Source: an optimization exercise on an open RTL-to-GDS flow (aim: small area, a short achievable clock period and few clock cycles per item). Production flows keep margins and buffers that such runs may drop. Only simulation tests tie the RTL to the original design; equivalence was not proved. No activity file was given, so power comes from the tool's default toggle rates.

Setup of run 1:
Design lzss_comp, start of the top module:
module lzss_comp #(
    parameter SMAX = 64,    
    parameter LMAX = 16     
) (
    input             clk,
    input             rst,         
    input             start,
    input      [11:0] cfg_s,
    input      [11:0] cfg_l,
    input      [4:0]  cfg_w,
    input      [12:0] cfg_n,
    input             in_valid,
    input      [15:0] in_data,
    output            in_ready,
    output            out_valid,
    output     [7:0]  out_data,
    output            out_last,
    input             out_ready,
    output reg        done,
    output reg [1:0]  err,         
    output     [12:0] res_lit,
    output     [12:0] res_match,
    output     [16:0] res_bits,
    output     [13:0] res_bytes
);
    localparam HN = SMAX - 1;      
    function [2:0] b2r7;
        input [6:0] v;
        begin
            if      (v[6]) b2r7 = 3'd7;
            else if (v[5]) b2r7 = 3'd6;
            else if (v[4]) b2r7 = 3'd5;
            else if (v[3]) b2r7 = 3'd4;
            else if (v[2]) b2r7 = 3'd3;
            else if (v[1]) b2r7 = 3'd2;
            else if (v[0]) b2r7 = 3'd1;
            else           b2r7 = 3'd0;
        end
    endfunction
    function [63:0] therm6;
        input [5:0] v;
        reg [7:0] oh, ol, gh, gl;
        integer i;
        begin
            for (i = 0; i < 8; i = i + 1) begin
                oh[i] = (v[5:3] == i);
                ol[i] = (v[2:0] == i);
            end
            gh[7] = 1'b0;
            gl[7] = ol[7];
            for (i = 6; i >= 0; i = i - 1) begin
                gh[i] = gh[i+1] | oh[i+1];     
  ...
Size in the first run: roughly 130 I/O pins, roughly 76000 sq um of cells after synthesis.
Settings: LEC_CHECK=0, CAP_MARGIN=20, CORE_MARGIN=2, CORE_UTILIZATION=55, CTS_CLUSTER_DIAMETER=100, CTS_CLUSTER_SIZE=20, SLEW_MARGIN=20; clock period 13.0 ns.
standard.sh (not shown) runs the stock make flow with config.mk's settings and CLKGATE_MAP_FILE= SYNTH_SCRIPT=/design/flow/synth_recipe.tcl, a recipe that flattens the netlist after the stock synthesis.
==> flow/flow/run.sh <==
#!/bin/bash
set -euo pipefail
export SETUP_SLACK_MARGIN=9.3
export BUFFER_PORTS_ARGS="-buffer_cell sky130_fd_sc_hd__buf_2"
bash standard.sh > standard.log 2>&1
Testbench counts of run 1, summed over its fixed seeds: cycles 43,168, units 42,556.
What run 2 does differently from run 1 at the input level:
diff --git a/flow/design.v b/flow/design.v
--- a/flow/design.v
+++ b/flow/design.v
@@ -389,15 +389,18 @@
             ir <= !(in_fire ? (xv && !absorb) || yv : yv && !absorb) &&
                   !(in_fire ? (ntake == 13'd1) : nt0);
             if (absorb && vcnt != 6'd63) vcnt <= vcnt + 6'd1;
             k <= k_nx;
             kz <= kz_nx;
             absorb <= ab_nx;
+            a <= a_nx;
             if (ev && alive) bestd <= pe;
             ev_alive_r <= cont && !absorb;
             tv <= emit;
+            tl <= alive ? tl_a : tl_d;
+            tn <= alive ? tn_a : tn_d;
             if (tv) begin
                 cnt_bits <= cnt_bits + {12'd0, tn};
                 if (tl[16]) cnt_match <= cnt_match + 13'd1;
                 else    cnt_lit   <= cnt_lit + 13'd1;
             end
             cnt_bytes <= bytes_c[16:3];
@@ -411,17 +414,12 @@
                 run  <= 1'b0;
                 ov   <= 1'b0;
                 ir   <= 1'b0;
             end
         end
     end
-    always @(posedge clk) begin
-        a  <= a_nx;
-        tl <= alive ? tl_a : tl_d;
-        tn <= alive ? tn_a : tn_d;
-    end
     genvar g;
     generate
         for (g = 1; g <= HN; g = g + 1) begin : gh
             if (g == 1) begin : gh1
                 always @(posedge clk) if (absorb) h[g] <= x;
             end else begin : ghn
==> notes.md <==
Diff run 1 -> run 2 | register cell area after layout | up slightly
As far as overall power is concerned, run 2 and run 1 perform about the same.
Relative to run 1, net switching share of the total power has gone down in run 2.
Compared with run 1, run 2 shows a cell area power density that is 1.8% lower.
Overall die height of run 1 is on par with run 2.
Looking at termination of the worst setup path, the out_valid result is from run 2; the out_data[2] one comes from run 1.
Clock buffer count, run 2 and run 1, higher one = run 2.
Compared with run 1, in run 2 global-route usage +0.63 points, core utilization saw an increase, maximum frequency increased 1.2 MHz, die span in x now sits at about the same level, ratio of cells with drive above 1 in the final layout increased by 1.9 points relative to the old numbers.
Diff run 1 -> run 2: sequential share of layout area fell by 0.76 points; via count rose by about 1.8%.
Run 2 vs run 1 — total of plain and repair buffers excluding clock buffers climbed by more than 10%
Testbench counts of run 2, summed over its fixed seeds: cycles 43,168, units 42,556.

static timing again, ports no longer ideal:
The results above use ideal ports. As a check the final layouts listed here were re-extracted and re-timed, cells and wires unchanged.
Step 1: set_driving_cell puts a clkbuf_16 on clk and a buf_2 on each other input, an assumption about the parent block.
Step 2 moves the port delays by t, midway between the first and last clock arrival at a register: inputs arrive t later, outputs are due t later. That takes back most of the time a late clock gives input paths.
Three values: no drivers, after step 1, after step 2; two values: the first two.
run	shift t [ns]	slack for setup (ns)	worst setup path after step 2
run 1	0.827	9.131 / 9.043 / 8.480	input to register
run 2	0.814	9.149 / 9.070 / 8.554	input to register
After both steps every run listed still meets setup and hold. The setup slack of run 1, which loses most, moves by -0.088 ns with the drivers and by -0.651 ns with both steps.
